From an optimization exercise on the open Yosys and OpenROAD flow, aimed at small area, a short achievable clock period and few clock cycles; shortcuts taken in it are not production practice.
No run shown here included a check of the RTL's function; only the layout flow was run.
Power and IR drop assume default switching activity.

[flow/config.mk]
export PLATFORM = sky130hd
export DESIGN_NAME = lep_crc16
export DESIGN_NICKNAME = lep_crc16
export VERILOG_FILES = /design/flow/design.v
export SDC_FILE = /design/flow/constraint.sdc
export NUM_CORES = 4
export LEC_CHECK = 0
export CAP_MARGIN = 20
export CORE_MARGIN = 2
export CORE_UTILIZATION = 55
export CTS_BUF_LIST = sky130_fd_sc_hd__clkbuf_4 sky130_fd_sc_hd__clkbuf_8
export PLACE_DENSITY = 0.7
export SETUP_SLACK_MARGIN = 3.4
export SLEW_MARGIN = 20
[flow/constraint.sdc]
create_clock -name core_clock -period 8.0 [get_ports {clk}]
set_input_delay 1.6000 -clock core_clock [delete_from_list [all_inputs] [get_ports {clk}]]
set_output_delay 1.6000 -clock core_clock [all_outputs]
set_load 0.01 [all_outputs]
[flow/design.v]
module lep_crc16 (
    input  wire        clk,
    input  wire        rst,
    input  wire        host_req,
    input  wire        host_we,
    input  wire [11:0] host_addr,
    input  wire [31:0] host_wdata,
    output wire [31:0] host_rdata,
    output wire        host_ready,
    output wire        mem_re,
    output wire        mem_we,
    output wire [9:0]  mem_addr,
    output reg  [3:0]  mem_be,
    output wire [31:0] mem_wdata,
    input  wire [31:0] mem_rdata
);
    localparam [9:0] R_CMD        = 10'h000;
    localparam [9:0] R_STATUS     = 10'h001;
    localparam [9:0] R_CTRL       = 10'h002;
    localparam [9:0] R_SRC_ADDR   = 10'h003;
    localparam [9:0] R_SRC_LEN    = 10'h004;
    localparam [9:0] R_DST_ADDR   = 10'h005;
    localparam [9:0] R_DST_CAP    = 10'h006;
    localparam [9:0] R_OUT_LEN    = 10'h007;
    localparam [9:0] R_CRC_CFG    = 10'h008;
    localparam [9:0] R_CRC_STATE  = 10'h009;
    localparam [9:0] R_CRC_RESULT = 10'h00A;
    localparam [2:0] OP_NOP     = 3'd0;
    localparam [2:0] OP_INIT    = 3'd1;
    localparam [2:0] OP_UPDATE  = 3'd2;
    localparam [2:0] OP_BYTE    = 3'd3;
    localparam [2:0] OP_COMPUTE = 3'd4;
    localparam [2:0] OP_STORE   = 3'd5;
    localparam [2:0] OP_VERIFY  = 3'd6;
    localparam [2:0] OP_DNP3    = 3'd7;
    localparam [3:0] E_OK        = 4'd0;
    localparam [3:0] E_INV_ARG   = 4'd2;
    localparam [3:0] E_BUF_SMALL = 4'd4;
    localparam [3:0] E_NOT_SUPP  = 4'd5;
    localparam [3:0] E_CHECKSUM  = 4'd8;
    localparam [3:0] E_OOB       = 4'd10;
    localparam [15:0] RES_0 = 16'h0000;
    localparam [15:0] RES_1 = 16'hF0B8;
    localparam [15:0] RES_2 = 16'h66C5;
    function [15:0] crc_init(input [1:0] v);
        crc_init = v[1] ? 16'h0000 : 16'hFFFF;
    endfunction
    function [15:0] crc_xorout(input [1:0] v);
        crc_xorout = (v == 2'd0) ? 16'h0000 : 16'hFFFF;
    endfunction
    reg [3:0]  status_err;
    reg [1:0]  ctrl;
    reg [31:0] src_addr, src_len, dst_addr, dst_cap;
    reg [12:0] out_len;
    reg [1:0]  crc_var;
    reg [15:0] crc_c;
    wire [15:0] crc_result = crc_c ^ crc_xorout(crc_var);
    reg        s_idle;     
    reg        s_exec;     
    reg        s_run;      
    reg        o_nop, o_init, o_upd, o_byte, o_cmp, o_sto, o_ver, o_dnp, o_strm;
    reg [1:0]  evar;       
    reg        xbad;       
    reg [15:0] w_crc;      
    reg [31:0] win;        
    reg [2:0]  kw;         
    reg        wlast;      
    reg        wbfin;      
    reg        wv;         
    reg        half;       
    reg [23:0] prev;       
    reg        rv1;        
    reg        primed;     
    reg [12:0] remf;       
    reg [1:0]  blk;        
    reg [9:0]  rd_ptr;     
    reg [9:0]  wa;         
    reg [1:0]  pp;         
    reg [1:0]  st;         
    reg [23:0] ow;         
    reg        crcph;      
    reg        crcfin;     
    reg        flush;      
    reg        vph;        
    wire [9:0] reg_idx   = host_addr[11:2];
    wire       idle      = s_idle;
    wire       cmd_write = host_req && host_we && (reg_idx == R_CMD);
    reg [31:0] rd_lo;
    always @(*) begin
        case (host_addr[5:2])
            4'd1:    rd_lo = {28'd0, status_err};
            4'd2:    rd_lo = {30'd0, ctrl};
            4'd3:    rd_lo = src_addr;
            4'd4:    rd_lo = src_len;
            4'd5:    rd_lo = dst_addr;
            4'd6:    rd_lo = dst_cap;
            4'd7:    rd_lo = {19'd0, out_len};
            4'd8:    rd_lo = {30'd0, crc_var};
            4'd9:    rd_lo = {16'd0, crc_c};
            4'd10:   rd_lo = {16'd0, crc_result};
            default: rd_lo = 32'd0;
        endcase
    end
    assign host_rdata = rd_lo & {32{host_addr[11:6] == 6'd0}};
    wire [2:0] d_op     = host_wdata[2:0];
    wire       d_known  = (host_wdata[7:3] == 5'd0);
    wire       d_hasvar = (d_op == OP_INIT) || (d_op == OP_COMPUTE) || (d_op == OP_VERIFY);
    wire       d_badbit = (host_wdata[31:24] != 8'd0) || (host_wdata[15:10] != 6'd0) ||
                          ((d_op != OP_BYTE) && (host_wdata[23:16] != 8'd0)) ||
                          (!d_hasvar && (host_wdata[9:8] != 2'd0));
    wire       d_badvar = d_hasvar && (host_wdata[9:8] == 2'd3);
    wire        src_hz  = (src_addr[31:13] == 19'd0) && (src_len[31:13] == 19'd0);
    wire        dst_hz  = (dst_addr[31:13] == 19'd0) && (dst_cap[31:13] == 19'd0);
    wire [13:0] ssum    = {1'b0, src_addr[12:0]} + {1'b0, src_len[12:0]};
    wire [13:0] dsum    = {1'b0, dst_addr[12:0]} + {1'b0, dst_cap[12:0]};
    wire        src_ok  = src_hz && (ssum <= 14'd4096);
    wire        src2_ok = src_hz && (ssum <= 14'd4094);
    wire        dst_ok  = dst_hz && (dsum <= 14'd4096);
    wire        cap_lt2 = (dst_cap[31:1] == 31'd0);
    wire        empty   = (src_len == 32'd0);
    function [12:0] dnp_len(input [12:0] n);
        dnp_len = n + {3'd0, n[12:4], 1'b0} + {11'd0, (n[3:0] != 4'd0), 1'b0};
    endfunction
    reg  [12:0] dnp_m;
    wire        dnp_fits = (dnp_m <= dst_cap[12:0]);
    wire [3:0] d_err = !d_known ? E_NOT_SUPP : (d_badbit || d_badvar) ? E_INV_ARG : E_OK;
    reg f_src_ok, f_src2_ok, f_dst_ok, f_cap_lt2, f_empty, f_fits;
    always @(posedge clk) begin
        f_src_ok  <= src_ok;
        f_src2_ok <= src2_ok;
        f_dst_ok  <= dst_ok;
        f_cap_lt2 <= cap_lt2;
        f_empty   <= empty;
        f_fits    <= dnp_fits;
    end
    wire exec = s_exec;
    reg [3:0] rerr;
    always @(*) begin
        rerr = E_OK;
        if ((o_upd || o_cmp) && !f_src_ok) rerr = E_OOB;
        if (o_ver && !f_src2_ok) rerr = E_OOB;
        if (o_sto) rerr = !f_dst_ok ? E_OOB : f_cap_lt2 ? E_BUF_SMALL : E_OK;
        if (o_dnp) rerr = (!f_src_ok || !f_dst_ok) ? E_OOB : !f_fits ? E_BUF_SMALL : E_OK;
    end
    wire xdone = xbad || (rerr != E_OK) || o_nop || o_init || o_byte ||
                 ((o_upd || o_cmp || o_dnp) && f_empty);
    wire [1:0] lo = src_addr[1:0];
    wire k4   = (kw == 3'd4);
    wire k2   = (kw == 3'd2) || ((kw == 3'd3) && !half);
    wire hsel = half;
    wire [15:0] x0  = w_crc ^ win[15:0];
    wire [15:0] y0, y1, y2, z0, z1, z2, u0, u1, u2;
    wire [15:0] x1  = w_crc ^ {8'd0, (hsel ? win[23:16] : win[7:0])};
    lep_crc16_s16_0 m_y0 (.x(x0), .y(y0));
    lep_crc16_s16_1 m_y1 (.x(x0), .y(y1));
    lep_crc16_s16_2 m_y2 (.x(x0), .y(y2));
    lep_crc16_s16_0 m_z0 (.x(y0 ^ win[31:16]), .y(z0));
    lep_crc16_s16_1 m_z1 (.x(y1 ^ win[31:16]), .y(z1));
    lep_crc16_s16_2 m_z2 (.x(y2 ^ win[31:16]), .y(z2));
    lep_crc16_s8_0  m_u0 (.x(x1), .y(u0));
    lep_crc16_s8_1  m_u1 (.x(x1), .y(u1));
    lep_crc16_s8_2  m_u2 (.x(x1), .y(u2));
    wire k1  = !k4 && !k2;
    wire sv0 = (evar == 2'd0);
    wire sv1 = (evar == 2'd1);
    wire sv2 = evar[1];
    wire [15:0] eng;
    lep_crc16_sel m_sel (.z0(z0), .z1(z1), .z2(z2), .y0(y0), .y1(y1), .y2(y2), .u0(u0), .u1(u1), .u2(u2),
                         .s({sv2 && k1, sv2 && k2, sv2 && k4, sv1 && k1, sv1 && k2, sv1 && k4,
                             sv0 && k1, sv0 && k2, sv0 && k4}), .o(eng));
    wire [15:0] res = evar[1] ? RES_2 : (evar[0] ? RES_1 : RES_0);
    wire cons_en  = wv && !crcph && !flush && !vph && (s_run || (s_exec && !xbad));
    wire consumed = cons_en && !((kw == 3'd3) && !half);
    wire formed   = rv1 && o_strm && !s_idle && (remf != 13'd0) && (primed || (lo == 2'd0));
    reg  [31:0] fun;
    always @(*) begin
        case (lo)
            2'd0: fun = mem_rdata;
            2'd1: fun = {mem_rdata[7:0],  prev[23:0]};
            2'd2: fun = {mem_rdata[15:0], prev[23:8]};
            default: fun = {mem_rdata[23:0], prev[23:16]};
        endcase
    end
    wire        dcons    = consumed && o_dnp;
    wire        item_now = dcons || crcph;
    wire [2:0]  ki       = crcph ? 3'd2 : kw;
    wire [31:0] item     = crcph ? {16'd0, ~w_crc} : win;
    reg  [31:0] rot;
    always @(*) begin
        case (pp)
            2'd0: rot = item;
            2'd1: rot = {item[23:0], item[31:24]};
            2'd2: rot = {item[15:0], item[31:16]};
            default: rot = {item[7:0], item[31:8]};
        endcase
    end
    wire [3:0]  psum     = {2'b00, pp} + {1'b0, ki};
    wire        wcomp    = ({2'b00, pp} + {1'b0, kw}) >= 4'd4;
    wire        complete = crcph ? pp[1] : wcomp;
    wire [31:0] merged   = {rot[31:24],
                            (pp <= 2'd2) ? rot[23:16] : ow[23:16],
                            (pp <= 2'd1) ? rot[15:8]  : ow[15:8],
                            (pp == 2'd0) ? rot[7:0]   : ow[7:0]};
    wire        wr_now   = (crcph && pp[1]) || (dcons && wcomp) || flush;
    wire        fin_item = crcph && crcfin;
    wire stall  = o_dnp && wbfin && consumed && formed;
    wire rd_now = !wr_now && !stall;
    assign mem_re    = rd_now;
    assign mem_we    = wr_now;
    assign mem_addr  = wr_now ? wa : rd_ptr;
    assign mem_wdata = merged;
    always @(*) begin
        mem_be[0] = (st == 2'd0) && (!flush || (pp != 2'd0));
        mem_be[1] = (st <= 2'd1) && (!flush || (pp >= 2'd2));
        mem_be[2] = (st <= 2'd2) && (!flush || (pp == 2'd3));
        mem_be[3] = !flush;
    end
    wire done_exec = s_exec && xdone;
    wire done_run  = s_run &&
                     ((consumed && wlast && (o_upd || o_cmp)) || vph || flush ||
                      (fin_item && (pp == 2'd2)));
    wire done      = done_exec || done_run;
    assign host_ready = (s_idle && !cmd_write) || done;
    wire src_wr = s_idle && host_req && host_we && (reg_idx == R_SRC_ADDR);
    always @(posedge clk) begin
        rv1 <= rd_now;
        if (rv1) prev <= mem_rdata[31:8];
        if (s_idle)
            rd_ptr <= cmd_write ? rd_ptr + 10'd1 : src_wr ? host_wdata[11:2] : src_addr[11:2];
        else if (done)
            rd_ptr <= src_addr[11:2];
        else if (rd_now)
            rd_ptr <= rd_ptr + 10'd1;
        if (rst) begin
            s_idle     <= 1'b1;
            s_exec     <= 1'b0;
            s_run      <= 1'b0;
            status_err <= E_OK;
            ctrl       <= 2'b11;
            src_addr   <= 32'd0;
            src_len    <= 32'd0;
            dst_addr   <= 32'd0;
            dst_cap    <= 32'd0;
            out_len    <= 13'd0;
            crc_var    <= 2'd0;
            crc_c      <= 16'hFFFF;
            dnp_m      <= 13'd0;
            crcph      <= 1'b0;
            flush      <= 1'b0;
        end else if (s_idle) begin
            if (host_req && host_we) begin
                case (reg_idx)
                    R_CTRL:      ctrl     <= host_wdata[1:0];
                    R_SRC_ADDR:  src_addr <= host_wdata;
                    R_SRC_LEN:   begin
                                     src_len  <= host_wdata;
                                     dnp_m    <= dnp_len(host_wdata[12:0]);
                                 end
                    R_DST_ADDR:  dst_addr <= host_wdata;
                    R_DST_CAP:   dst_cap  <= host_wdata;
                    R_CRC_CFG:   if (host_wdata[1:0] != 2'd3) crc_var <= host_wdata[1:0];
                    R_CRC_STATE: crc_c    <= host_wdata[15:0];
                    default: ;
                endcase
            end
            if (cmd_write) begin
                s_idle     <= 1'b0;
                s_exec     <= 1'b1;
                status_err <= d_err;
                if ((d_err == E_OK) && (d_op == OP_INIT)) begin
                    crc_var <= host_wdata[9:8];
                    crc_c   <= crc_init(host_wdata[9:8]);
                end
            end
            o_nop  <= (d_op == OP_NOP);
            o_init <= (d_op == OP_INIT);
            o_upd  <= (d_op == OP_UPDATE);
            o_byte <= (d_op == OP_BYTE);
            o_cmp  <= (d_op == OP_COMPUTE);
            o_sto  <= (d_op == OP_STORE);
            o_ver  <= (d_op == OP_VERIFY);
            o_dnp  <= (d_op == OP_DNP3);
            o_strm <= (d_op == OP_UPDATE) || (d_op == OP_COMPUTE) || (d_op == OP_VERIFY) ||
                      (d_op == OP_DNP3);
            evar   <= ((d_op == OP_UPDATE) || (d_op == OP_BYTE)) ? crc_var :
                      (d_op == OP_DNP3) ? 2'd2 : host_wdata[9:8];
            xbad   <= (d_err != E_OK);
            w_crc  <= ((d_op == OP_COMPUTE) || (d_op == OP_VERIFY)) ? crc_init(host_wdata[9:8]) :
                      (d_op == OP_DNP3) ? 16'h0000 : (d_op == OP_STORE) ? ~crc_result : crc_c;
            win[7:0] <= host_wdata[23:16];
            kw     <= 3'd1;
            wlast  <= 1'b1;
            half   <= 1'b0;
            wv     <= (d_op == OP_BYTE);
            primed <= 1'b0;
            remf   <= src_len[12:0] + ((d_op == OP_VERIFY) ? 13'd2 : 13'd0);
            blk    <= 2'd0;
            wa     <= dst_addr[11:2];
            pp     <= dst_addr[1:0];
            st     <= dst_addr[1:0];
            crcph  <= 1'b0;
            crcfin <= 1'b0;
            flush  <= 1'b0;
            vph    <= 1'b0;
        end else begin
            if (s_exec && !xbad) begin
                if (rerr != E_OK) status_err <= rerr;
                else if (f_empty) begin
                    if (o_cmp) begin
                        crc_var <= evar;
                        crc_c   <= crc_init(evar);
                    end
                    if (o_dnp) out_len <= 13'd0;
                end
            end
            if (s_exec && o_sto && !xdone) begin
                crcph  <= 1'b1;
                crcfin <= 1'b1;
            end
            if (rv1 && o_strm && !primed && (lo != 2'd0)) primed <= 1'b1;
            if (formed) begin
                win   <= fun;
                kw    <= (remf >= 13'd4) ? 3'd4 : remf[2:0];
                wlast <= (remf <= 13'd4);
                wbfin <= (blk == 2'd3) || (remf <= 13'd4);
                blk   <= blk + 2'd1;
                remf  <= (remf <= 13'd4) ? 13'd0 : remf - 13'd4;
            end
            wv <= formed || (wv && !consumed);
            if (cons_en) half <= (kw == 3'd3) && !half;
            if (cons_en || crcph) w_crc <= eng & {16{cons_en}};
            if (consumed) begin
                if (wlast && (o_upd || o_cmp || o_byte)) begin
                    crc_c      <= eng;
                    crc_var    <= evar;
                end
                if (wlast && o_ver) vph <= 1'b1;
                if (o_dnp && wbfin) begin
                    crcph  <= 1'b1;
                    crcfin <= wlast;
                end
            end
            if (item_now) begin
                pp <= psum[1:0];
                if (complete) begin
                    st <= 2'd0;
                    wa <= wa + 10'd1;
                    ow <= rot[23:0];
                end else begin
                    ow <= merged[23:0];
                end
            end
            if (crcph) begin
                crcph <= 1'b0;
                if (fin_item && (pp != 2'd2)) flush <= 1'b1;
            end
            if (flush) flush <= 1'b0;
            if ((fin_item && (pp == 2'd2)) || flush)
                out_len <= o_dnp ? dnp_m : 13'd2;
            if (vph) status_err <= (w_crc == res) ? E_OK : E_CHECKSUM;
            if (s_exec && !xdone) begin
                s_exec <= 1'b0;
                s_run  <= 1'b1;
            end
            if (done) begin
                s_idle <= 1'b1;
                s_exec <= 1'b0;
                s_run  <= 1'b0;
            end
        end
    end
endmodule
module lep_crc16_sel (
    input  wire [15:0] z0, z1, z2, y0, y1, y2, u0, u1, u2,
    input  wire [8:0]  s,
    output wire [15:0] o
);
    assign o = ({16{s[0]}} & z0) | ({16{s[1]}} & y0) | ({16{s[2]}} & u0) |
               ({16{s[3]}} & z1) | ({16{s[4]}} & y1) | ({16{s[5]}} & u1) |
               ({16{s[6]}} & z2) | ({16{s[7]}} & y2) | ({16{s[8]}} & u2);
endmodule
module lep_crc16_s8_0 (
    input  wire [15:0] x,
    output wire [15:0] y
);
    assign y[0] = ^{x[0], x[1], x[2], x[3], x[4], x[5], x[6], x[7], x[8]};
    assign y[1] = x[9];
    assign y[2] = x[10];
    assign y[3] = x[11];
    assign y[4] = x[12];
    assign y[5] = x[13];
    assign y[6] = ^{x[0], x[14]};
    assign y[7] = ^{x[0], x[1], x[15]};
    assign y[8] = ^{x[1], x[2]};
    assign y[9] = ^{x[2], x[3]};
    assign y[10] = ^{x[3], x[4]};
    assign y[11] = ^{x[4], x[5]};
    assign y[12] = ^{x[5], x[6]};
    assign y[13] = ^{x[6], x[7]};
    assign y[14] = ^{x[0], x[1], x[2], x[3], x[4], x[5], x[6]};
    assign y[15] = ^{x[0], x[1], x[2], x[3], x[4], x[5], x[6], x[7]};
endmodule
module lep_crc16_s16_0 (
    input  wire [15:0] x,
    output wire [15:0] y
);
    assign y[0] = ^{x[0], x[1], x[3], x[4], x[5], x[6], x[7], x[8], x[9], x[10], x[11], x[12], x[13], x[14], x[15]};
    assign y[1] = ^{x[2], x[3]};
    assign y[2] = ^{x[3], x[4]};
    assign y[3] = ^{x[4], x[5]};
    assign y[4] = ^{x[5], x[6]};
    assign y[5] = ^{x[6], x[7]};
    assign y[6] = ^{x[7], x[8]};
    assign y[7] = ^{x[8], x[9]};
    assign y[8] = ^{x[9], x[10]};
    assign y[9] = ^{x[10], x[11]};
    assign y[10] = ^{x[11], x[12]};
    assign y[11] = ^{x[12], x[13]};
    assign y[12] = ^{x[0], x[13], x[14]};
    assign y[13] = ^{x[1], x[14], x[15]};
    assign y[14] = ^{x[1], x[2], x[3], x[4], x[5], x[6], x[7], x[8], x[9], x[10], x[11], x[12], x[13], x[14]};
    assign y[15] = ^{x[0], x[2], x[3], x[4], x[5], x[6], x[7], x[8], x[9], x[10], x[11], x[12], x[13], x[14], x[15]};
endmodule
module lep_crc16_s8_1 (
    input  wire [15:0] x,
    output wire [15:0] y
);
    assign y[0] = ^{x[0], x[4], x[8]};
    assign y[1] = ^{x[1], x[5], x[9]};
    assign y[2] = ^{x[2], x[6], x[10]};
    assign y[3] = ^{x[0], x[3], x[7], x[11]};
    assign y[4] = ^{x[1], x[12]};
    assign y[5] = ^{x[2], x[13]};
    assign y[6] = ^{x[3], x[14]};
    assign y[7] = ^{x[0], x[4], x[15]};
    assign y[8] = ^{x[0], x[1], x[5]};
    assign y[9] = ^{x[1], x[2], x[6]};
    assign y[10] = ^{x[2], x[3], x[7]};
    assign y[11] = x[3];
    assign y[12] = ^{x[0], x[4]};
    assign y[13] = ^{x[1], x[5]};
    assign y[14] = ^{x[2], x[6]};
    assign y[15] = ^{x[3], x[7]};
endmodule
module lep_crc16_s16_1 (
    input  wire [15:0] x,
    output wire [15:0] y
);
    assign y[0] = ^{x[4], x[5], x[8], x[12]};
    assign y[1] = ^{x[5], x[6], x[9], x[13]};
    assign y[2] = ^{x[6], x[7], x[10], x[14]};
    assign y[3] = ^{x[0], x[7], x[8], x[11], x[15]};
    assign y[4] = ^{x[0], x[1], x[4], x[5], x[9]};
    assign y[5] = ^{x[1], x[2], x[5], x[6], x[10]};
    assign y[6] = ^{x[0], x[2], x[3], x[6], x[7], x[11]};
    assign y[7] = ^{x[0], x[1], x[3], x[4], x[7], x[8], x[12]};
    assign y[8] = ^{x[0], x[1], x[2], x[4], x[5], x[8], x[9], x[13]};
    assign y[9] = ^{x[1], x[2], x[3], x[5], x[6], x[9], x[10], x[14]};
    assign y[10] = ^{x[2], x[3], x[4], x[6], x[7], x[10], x[11], x[15]};
    assign y[11] = ^{x[0], x[3], x[7], x[11]};
    assign y[12] = ^{x[0], x[1], x[4], x[8], x[12]};
    assign y[13] = ^{x[1], x[2], x[5], x[9], x[13]};
    assign y[14] = ^{x[2], x[3], x[6], x[10], x[14]};
    assign y[15] = ^{x[3], x[4], x[7], x[11], x[15]};
endmodule
module lep_crc16_s8_2 (
    input  wire [15:0] x,
    output wire [15:0] y
);
    assign y[0] = ^{x[3], x[4], x[5], x[8]};
    assign y[1] = ^{x[0], x[4], x[5], x[6], x[9]};
    assign y[2] = ^{x[0], x[1], x[5], x[6], x[7], x[10]};
    assign y[3] = ^{x[0], x[1], x[2], x[3], x[4], x[5], x[6], x[7], x[11]};
    assign y[4] = ^{x[0], x[1], x[2], x[6], x[7], x[12]};
    assign y[5] = ^{x[1], x[2], x[4], x[5], x[7], x[13]};
    assign y[6] = ^{x[0], x[2], x[4], x[6], x[14]};
    assign y[7] = ^{x[1], x[3], x[5], x[7], x[15]};
    assign y[8] = ^{x[2], x[3], x[5], x[6]};
    assign y[9] = ^{x[0], x[3], x[4], x[6], x[7]};
    assign y[10] = ^{x[0], x[1], x[3], x[7]};
    assign y[11] = ^{x[1], x[2], x[3], x[5]};
    assign y[12] = ^{x[0], x[2], x[3], x[4], x[6]};
    assign y[13] = ^{x[0], x[1], x[3], x[4], x[5], x[7]};
    assign y[14] = ^{x[1], x[2], x[3], x[6]};
    assign y[15] = ^{x[2], x[3], x[4], x[7]};
endmodule
module lep_crc16_s16_2 (
    input  wire [15:0] x,
    output wire [15:0] y
);
    assign y[0] = ^{x[1], x[5], x[6], x[7], x[11], x[12], x[13]};
    assign y[1] = ^{x[0], x[2], x[6], x[7], x[8], x[12], x[13], x[14]};
    assign y[2] = ^{x[0], x[1], x[3], x[7], x[8], x[9], x[13], x[14], x[15]};
    assign y[3] = ^{x[0], x[2], x[4], x[5], x[6], x[7], x[8], x[9], x[10], x[11], x[12], x[13], x[14], x[15]};
    assign y[4] = ^{x[3], x[8], x[9], x[10], x[14], x[15]};
    assign y[5] = ^{x[1], x[4], x[5], x[6], x[7], x[9], x[10], x[12], x[13], x[15]};
    assign y[6] = ^{x[0], x[1], x[2], x[8], x[10], x[12], x[14]};
    assign y[7] = ^{x[1], x[2], x[3], x[9], x[11], x[13], x[15]};
    assign y[8] = ^{x[0], x[1], x[2], x[3], x[4], x[5], x[6], x[7], x[10], x[11], x[13], x[14]};
    assign y[9] = ^{x[0], x[1], x[2], x[3], x[4], x[5], x[6], x[7], x[8], x[11], x[12], x[14], x[15]};
    assign y[10] = ^{x[2], x[3], x[4], x[8], x[9], x[11], x[15]};
    assign y[11] = ^{x[0], x[1], x[3], x[4], x[6], x[7], x[9], x[10], x[11], x[13]};
    assign y[12] = ^{x[1], x[2], x[4], x[5], x[7], x[8], x[10], x[11], x[12], x[14]};
    assign y[13] = ^{x[0], x[2], x[3], x[5], x[6], x[8], x[9], x[11], x[12], x[13], x[15]};
    assign y[14] = ^{x[3], x[4], x[5], x[9], x[10], x[11], x[14]};
    assign y[15] = ^{x[0], x[4], x[5], x[6], x[10], x[11], x[12], x[15]};
endmodule
[flow/run.sh]
#!/bin/bash
# synth_recipe.tcl (not shown) runs the flow's synth.tcl, then flattens the netlist and writes it again
# the make line also repeats each setting of config.mk as NAME=value (left out here)
make -C /OpenROAD-flow-scripts/flow DESIGN_CONFIG=/design/flow/config.mk WORK_HOME=/design/flow/orfs CLKGATE_MAP_FILE= SYNTH_SCRIPT=/design/flow/synth_recipe.tcl finish
==> results.py, run 1 <==
metrics = {
    "sta": {
        "finalHoldViolCount": 0,
        "fin_skew_ps": 54.6,
        "grt_setup_unrepaired": "true",
        "final.setup.worst_slack_ps": 3070,
        "fin_crit_sh": 0.616,
        "tightest_slew_ps": 1150,
        "slew_viol_final": 0,
        "max_freq_mhz": 203,
        "setup-tns-final_ps": 0,
        "fin_crit_ps": 4930,
        "setup_violations": 0,
        "max-slew-margin-rel": 0.212,
    },
    "yosys": {
        "synth.avg_cell_area_sq_um": 8.79,
        "synth_seq_cells": 346,
        "synth_cell_type_count": 78,
        "synth_common_cells": "nand2_1, a21oi_1, xnor2_1, dfxtp_1, nor2_1",
        "synth_area_leaders": "edfxtp_1, dfxtp_1, xnor2_1",
        "synth_top_area_share": 0.188,
        "synth_edf_count": 157,
        "syn_nets": 3000,
        "synth_area_sq_um": 25100,
        "yosysMostFrequentCell": "nand2_1",
        "synth-async-reset-ratio": 0,
        "synth-seq-area-share": 0.339,
        "ys.flop_type": "dfxtp_1",
        "yosysWarnings": 1,
        "synth_cells": 2851,
        "synth_area_leader_cell": "edfxtp_1",
    },
    "critical_path": {
        "required_ps": 6400,
        "worst-path-buf-inv": 5,
        "r2r_start": "win[6]$_DFFE_PP_",
        "r2r_setup_slack_ps": 3470,
        "start_kind": "primary input",
        "crit_family": "simple AND/OR/NAND/NOR gates",
        "worstSetupEndpointType": "output port",
        "critPathArrivalTime_ps": 3330,
        "reg2reg_to": "w_crc[5]$_DFFE_PP_",
        "cpMaxStageDelayCell": "or4_4",
        "crit_path_max_fanout": 5,
        "worst-setup-path-type": "primary input to output port",
        "worstRegToRegCells": 12,
        "cpPeakStageDelay_ps": 530,
        "worstPathCellList": "buf_6, or4_4, nor3_4, nand3_4, buf_12, buf_16, buf_12, a21oi_4, buf_6",
    },
    "floorplan": {
        "rows": 78,
        "die-area_sq_um": 47300,
        "io_pins": 161,
        "core_area_sq_um": 45200,
        "start_util": 0.555,
        "chipHeight_microns": 217,
        "die-width_microns": 217,
    },
    "global_routing": {
        "antenna_found_initial": 1,
        "globalRoute.totalOverflow": 0,
        "grt_pass1_wl_mm": 142,
        "grt_max_degree": 97,
        "grt_pass1_vias": 22600,
        "track_usage": 0.400,
    },
    "layout": {
        "fin_nets": 3141,
        "multi_input_area_sq_um": 16500,
        "drive_gt1_frac": 0.168,
        "regArea_sq_um": 8510,
        "nFillCells": 3650,
        "final_core_util": 0.668,
        "syn2layout_area_growth_pct": 20.5,
    },
    "clock_tree": {
        "worstSkewPairLatency_ps": 670,
        "cts_tree": "built",
        "htreeDepth": 2,
        "root_buffer": "clkbuf_8",
        "clock-sinks": 346,
        "cts.reportedPaths.clkPinSlew_ps": 60,
        "numCtsBuffers": 58,
        "cts.path.max_buffers": 3,
    },
    "routing": {
        "drc": 0,
        "routed_wl_mm": 96.1,
        "vias": 23600,
        "ant_nets": 0,
        "vias_per_cell": 6.49,
        "routedWlPerCell_microns": 26.4,
        "drtPass1Iterations": 8,
        "drt-initial-drc-count": 2849,
    },
    "place": {
        "dp_slack_ps": 1380,
        "place_congestion": 1.00,
        "dpl.hpwl_mm": 69.1,
        "io_buffers": 158,
    },
    "hold_path": {
        "min_from": "out_len[11]$_SDFFE_PP0P_",
        "hold_end": "out_len[11]$_SDFFE_PP0P_",
        "hp-class": "flip-flop to flip-flop",
        "holdPathStages": 2,
    },
    "power_and_ir_drop": {
        "peakVddDrop_mv": 0.424,
        "leakagePower_uw": 0.0108,
        "p_per_area_nw_per_um2": 250,
        "power.total_uw": 7540,
    },
    "flow_run": {
        "cap_violations": 0,
    },
    "status": {
        "outcome": "complete, no violations",
    },
}
power breakdown:
part           internal [uW]  switching [uW]  total (uW)
sequential              1870            43.4        1920
combinational           1660            2220        3880
clock                    967             772        1740
total                   4500            3030        7540
stage by stage:
| stage | hold slack (ps) | area (sq um) | cells |
|---|---|---|---|
| floorplan | 428 | 25100 | 2851 |
| global placement | 441 | 27100 | 3465 |
| detailed placement | 455 | 27100 | 3465 |
| CTS | 461 | 29600 | 3621 |
| global route | 478 | 30200 | 3641 |
| finish | 463 | 30200 | 3642 |
cells in the final DEF, fill, tap and decap left out, drive strengths merged, types with 38 or more instances in the layout:
cell / n
nand2: 506
a21oi: 319
xnor2: 306
dfxtp: 189
nor2: 171
edfxtp: 157
buf: 147
xor2: 140
clkbuf: 103
clkdlybuf4s50: 101
o21ai: 86
ha: 65
a22oi: 61
nand3: 60
inv: 57
a211oi: 44
mux2i: 38
worst max path at each step:
| stage | slack [ps] | cells past startpoint | endpoint | from |
|---|---|---|---|---|
| finish | 3070 | 9 | host_rdata[7] | host_addr[10] |
| global route | 3040 | 9 | host_rdata[10] | host_addr[10] |
| CTS | 3000 | 9 | host_rdata[10] | host_addr[10] |
| detailed placement | 1380 | 8 | host_rdata[13] | host_addr[3] |
| global placement | 1400 | 8 | host_rdata[13] | host_addr[3] |
| floorplan | 3410 | 7 | host_ready | host_addr[9] |
logic make-up (layout without fill, tap and decap cells):
group                    after synthesis  in the layout  share of synthesized area
adder cells (fa/ha/maj)               69             69                     0.0357
multiplexers                          97             97                     0.0565
XOR/XNOR                             459            459                      0.195
flip-flops                           346            346                      0.339
other                                  0              1                          0
AO/OA/AOI/OAI                        713            713                      0.177
buffers and inverters                240            430                     0.0366
AND/OR/NAND/NOR                      927            927                      0.161
layer usage:
layer,track usage,vias up,wire length [microns]
met1,0.484,11300,34900
met3,0.0639,370,8760
li1,-,10500,-
met2,0.672,1545,45700
met4,0.237,0,6740
met5,0,-,0
layout make-up:
cell class                      instances  area share
Antenna cell                            1   0.0000828
Clock buffer                           97      0.0405
Clock inverter                         12     0.00257
Inverter                               56     0.00737
Multi-Input combinational cell       2265       0.546
Sequential cell                       346       0.282
Tap cell                              600      0.0249
Timing Repair Buffer                  265      0.0966
timing repair:
action | CTS | global route
gates resized for setup | 346 | 87
pin swaps | 15 | 14
hold buffers | 0 | 0
buffers inserted | 36 | 19
setup endpoints to repair | 102 | 80
gates cloned | 11 | 0
hold endpoints to repair | 0 | 0
state kept, by name (all words and copies together) (netlist names), 12 cells and up:
signal    cells
ow           24
prev         24
win          32
remf         13
dst_addr     32
dnp_m        12
out_len      13
w_crc        16
dst_cap      32
crc_c        16
src_addr     32
src_len      32
worst reg2reg max path, cell delays in order (launching register included):
cell and delay, ps:
edfxtp_1 590, xnor2_4 520, xnor2_2 270, xnor2_2 300, xnor3_2 570, xor2_2 390, xor2_1 290, xor2_1 220
xnor2_1 160, xnor2_1 140, nor2_1 70, a211oi_2 480, o22ai_1 220
==> run 2: changes to the inputs <==
--- a/flow/config.mk
+++ b/flow/config.mk
@@ -12,3 +12,5 @@
 export PLACE_DENSITY = 0.7
 export SETUP_SLACK_MARGIN = 3.4
 export SLEW_MARGIN = 20
+export SYNTH_HIERARCHICAL = 1
+export SYNTH_MINIMUM_KEEP_SIZE = 0
==> run 2 against run 1 <==
Compared with the run above: count of clock-buffer cells in the layout shrank 20; utilization rose by 2.5 points; maximum frequency rose by 3.8%; global-route usage down 1.4 points; routed wire length rose by 0.26%; non-clock buffer count increased by 99; critical endpoint is now crc_c[3]$_SDFF_PP1_; still clean on timing, DRC and antenna; highest routed layer unchanged; total power increased by 20%; combinational power increased by 43%; via count is 1.5% higher; synthesized area is 1.5% higher; clock skew rose by 23 ps.
==> results.py, run 2 <==
metrics = {
    "routing": {
        "vias_per_cell": 6.53,
        "wl_met2_mm": 44.5,
        "routed.top_layer": "met4",
        "wl_met3_mm": 9.08,
        "drtPass1Iterations": 10,
        "drc": 0,
        "ant_nets": 0,
        "routed_wl_mm": 96.4,
        "drt-initial-drc-count": 3374,
        "routedWlPerCell_microns": 26.2,
        "vias": 24000,
        "wl_met1_mm": 35.7,
    },
    "floorplan": {
        "io_pins": 161,
        "chipHeight_microns": 219,
        "die-width_microns": 219,
        "core_area_sq_um": 45500,
        "rows": 78,
        "start_util": 0.559,
        "die-area_sq_um": 48000,
    },
    "layout": {
        "instances_no_fill": 3673,
        "drive_gt1_frac": 0.210,
        "fin_nets": 3177,
        "layout_common_cells": "nand2_1, a21oi_1, dfxtp_1",
        "final_common_cell": "nand2_1",
        "syn2layout_area_growth_pct": 23.9,
        "nFillCells": 3462,
        "final_core_util": 0.693,
    },
    "global_routing": {
        "globalRoute.totalOverflow": 0,
        "grt_max_degree": 99,
        "grt_pass1_wl_mm": 139,
        "antenna_found_initial": 2,
        "grt_pass1_vias": 22300,
        "track_usage": 0.385,
    },
    "sta": {
        "tightest_slew_ps": 1220,
        "max-slew-margin-rel": 0.185,
        "max_freq_mhz": 211,
        "grt_setup_unrepaired": "true",
        "final.setup.worst_slack_ps": 3260,
        "fin_crit_sh": 0.593,
        "setup_violations": 0,
        "fin_skew_ps": 77.2,
        "fin_crit_ps": 4740,
        "setup-tns-final_ps": 0,
        "finalHoldViolCount": 0,
        "slew_viol_final": 0,
    },
    "clock_tree": {
        "clock-sinks": 346,
        "numCtsBuffers": 58,
        "cts.reportedPaths.clkPinSlew_ps": 60,
        "cts_tree": "built",
        "root_buffer": "clkbuf_8",
        "hold_buffers": 0,
        "worstSkewPairLatency_ps": 690,
        "htreeDepth": 2,
        "cts.path.max_buffers": 3,
    },
    "critical_path": {
        "required_ps": 8510,
        "r2r_start": "w_crc[1]$_DFFE_PP_",
        "worst-setup-path-type": "flip-flop to flip-flop",
        "reg2reg_to": "crc_c[3]$_SDFF_PP1_",
        "crit_start": "w_crc[1]$_DFFE_PP_",
        "r2r_setup_slack_ps": 3260,
        "worstRegToRegCells": 14,
        "crit_path_max_fanout": 4,
        "start_kind": "flip-flop",
        "critPathArrivalTime_ps": 5250,
        "cp-endpoint": "crc_c[3]$_SDFF_PP1_",
        "worstSetupEndpointType": "flip-flop",
    },
    "yosys": {
        "synth_seq_cells": 346,
        "synth_mux_area_frac": 0.0608,
        "synth_adder_area_share": 0.0351,
        "synth_common_cells": "nand2_1, a21oi_1, dfxtp_1, xnor2_1, xor2_1",
        "synth_top_family_by_area": "XOR/XNOR gates",
        "synth-seq-area-share": 0.334,
        "synth-async-reset-ratio": 0,
        "synth.avg_cell_area_sq_um": 9.10,
        "synth_top_area_share": 0.185,
        "synth_xor_area_frac": 0.192,
        "synth_cells": 2795,
        "synth-simple-area-share": 0.146,
        "yosysMostFrequentCell": "nand2_1",
        "ys.flop_type": "dfxtp_1",
        "synth_edf_count": 157,
        "synth_area_leader_cell": "edfxtp_1",
        "synth_area_sq_um": 25400,
        "synth_compound_area_frac": 0.189,
        "synth_cell_type_count": 89,
        "synth_area_leaders": "edfxtp_1, dfxtp_1, nand2_1",
        "syn_nets": 2944,
        "yosysWarnings": 7,
    },
    "power_and_ir_drop": {
        "switchingPower_uw": 3530,
        "intPower_uw": 5550,
        "power.total_uw": 9080,
        "combPwrFrac": 0.609,
        "power_frac_seq": 0.210,
        "p_sw_frac": 0.389,
        "leakagePower_uw": 0.0121,
        "peakVddDrop_mv": 0.996,
        "p_per_area_nw_per_um2": 288,
        "clockPowerShare": 0.181,
    },
    "place": {
        "dp_slack_ps": 1640,
        "dpl.hpwl_mm": 66.1,
        "io_buffers": 158,
        "place_congestion": 0.997,
        "place_inst": 3412,
    },
    "status": {
        "outcome": "complete, no violations",
    },
    "flow_run": {
        "cap_violations": 0,
    },
    "hold_path": {
        "hp-class": "flip-flop to flip-flop",
    },
}
run 2: cell types whose count changed in the layout (fill, tap and decap cells not counted), sizes merged, moves of 24 or more:
cell	before	now
xnor2	306	181
buf	147	232
nand2	506	432
xnor3	12	52
xor2	140	176
a211oi	44	16
a22o	5	29
run 2: how the worst min path moves through the flow:
stage | slack [ps] | end | from | cells after the start
2_1_floorplan | 440 | status_err[3]$_SDFFE_PP0P_ | status_err[3]$_SDFFE_PP0P_ | 1
3_3_place_gp | 450 | src_len[28]$_SDFFE_PP0P_ | src_len[28]$_SDFFE_PP0P_ | 2
3_5_place_dp | 460 | src_len[28]$_SDFFE_PP0P_ | src_len[28]$_SDFFE_PP0P_ | 2
4_1_cts | 470 | src_len[28]$_SDFFE_PP0P_ | src_len[28]$_SDFFE_PP0P_ | 2
5_1_grt | 490 | src_len[28]$_SDFFE_PP0P_ | src_len[28]$_SDFFE_PP0P_ | 2
6_report | 470 | src_len[28]$_SDFFE_PP0P_ | src_len[28]$_SDFFE_PP0P_ | 2
run 2: power by group through the flow:
stage / sequential [uW] / clock (uW) / combinational [uW]
after floorplan: 1930 / 0 / 3600
after global placement: 1940 / 0 / 4760
after detailed placement: 1950 / 0 / 4770
after CTS: 1900 / 1650 / 5210
after global routing: 1910 / 1720 / 5710
final: 1910 / 1640 / 5530
run 2: through the flow:
stage / instance area [sq um] / hold WS (ps)
2_1_floorplan: 25500 / 441
3_3_place_gp: 27500 / 452
3_5_place_dp: 27500 / 463
4_1_cts: 30400 / 471
5_1_grt: 31500 / 488
6_report: 31500 / 472
run 2: Yosys stat by module (local to each module, per instance):
module           cell area (sq um)  times used  cells  flip-flops and latches
lep_crc16_s8_1                 174           1     20                       0
lep_crc16_s16_2                679           2     55                       0
lep_crc16_sel                  801           1     93                       0
lep_crc16                    20700           1   2381                     346
lep_crc16_s16_0                392           2     29                       0
lep_crc16_s16_1                502           2     36                       0
lep_crc16_s8_2                 373           1     41                       0
lep_crc16_s8_0                 198           1     20                       0
run 2: cell families (layout without fill, tap and decap cells):
kind of cell / Yosys count / in the layout
simple gates: 840 / 843
compound gates: 742 / 743
xor+xnor: 427 / 427
flops: 346 / 346
buf+inv: 261 / 534
mux: 110 / 110
fa+ha+maj: 69 / 69
other cells: 0 / 1
run 2: final cells by class:
class | count | area (sq um) | area share
Timing Repair Buffer | 364 | 3390 | 0.108
Clock inverter | 27 | 189 | 0.00599
Sequential cell | 346 | 8500 | 0.270
Antenna cell | 1 | 2.50 | 0.0000794
Clock buffer | 77 | 991 | 0.0314
Timing Repair inverter | 1 | 5.00 | 0.000159
Tap cell | 600 | 751 | 0.0238
Inverter | 65 | 248 | 0.00786
Multi-Input combinational cell | 2192 | 17400 | 0.553
run 2: metal layers:
metal / track usage / vias up
li1: - / 10600
met4: 0.225 / 0
met1: 0.487 / 11500
met5: 0 / -
met2: 0.631 / 1546
met3: 0.0564 / 364
run 2: timing repair:
action,4_1_cts,5_1_grt
gates cloned,8,6
endpoints found under the hold margin,0,0
resized for setup,360,108
setup buffers,78,64
endpoints found under the setup margin,104,81
pin swaps,65,51
run 2: critical path, cell delays in order (launching register included):
cell,delay (ps)
edfxtp_1,550
xor2_4,250
buf_4,170
xnor3_1,390
xnor3_2,310
xnor2_4,290
xor2_4,250
xnor3_2,500
xor3_2,440
xnor3_1,400
a221oi_2,340
nand3_2,160
nor2_1,150
a21oi_1,60
a211o_1,310

==> static timing again, ports no longer ideal <==
The results above use ideal ports. As a check the final layouts listed here were re-extracted and re-timed, cells and wires unchanged.
Step 1 (the two cells are an assumption about what drives the block):
set clk [get_ports {clk}]
set_driving_cell -lib_cell sky130_fd_sc_hd__clkbuf_16 $clk
set_driving_cell -lib_cell sky130_fd_sc_hd__buf_2 [delete_from_list [all_inputs] $clk]
Step 2 adds t to the input delays and takes it off the output delays; t is the mean of the earliest and latest rising clock arrival at the registers after step 1. Input paths then give back, and output paths get back, about the clock's delay inside the block.
Three values: ideal ports, drivers, drivers and shift; two values: the first two.
run	t, ns	setup WS [ns]	worst setup path after step 2	pins driven straight from the clock port
run 1	0.699	3.074 / 3.043 / 2.917	input to register	1
run 2	0.706	3.256 / 3.256 / 2.886	input to register	1
After both steps every run listed still meets setup and hold. For run 2, which loses most, drivers alone change the setup slack by 0.000 ns; drivers and shift together by -0.370 ns.
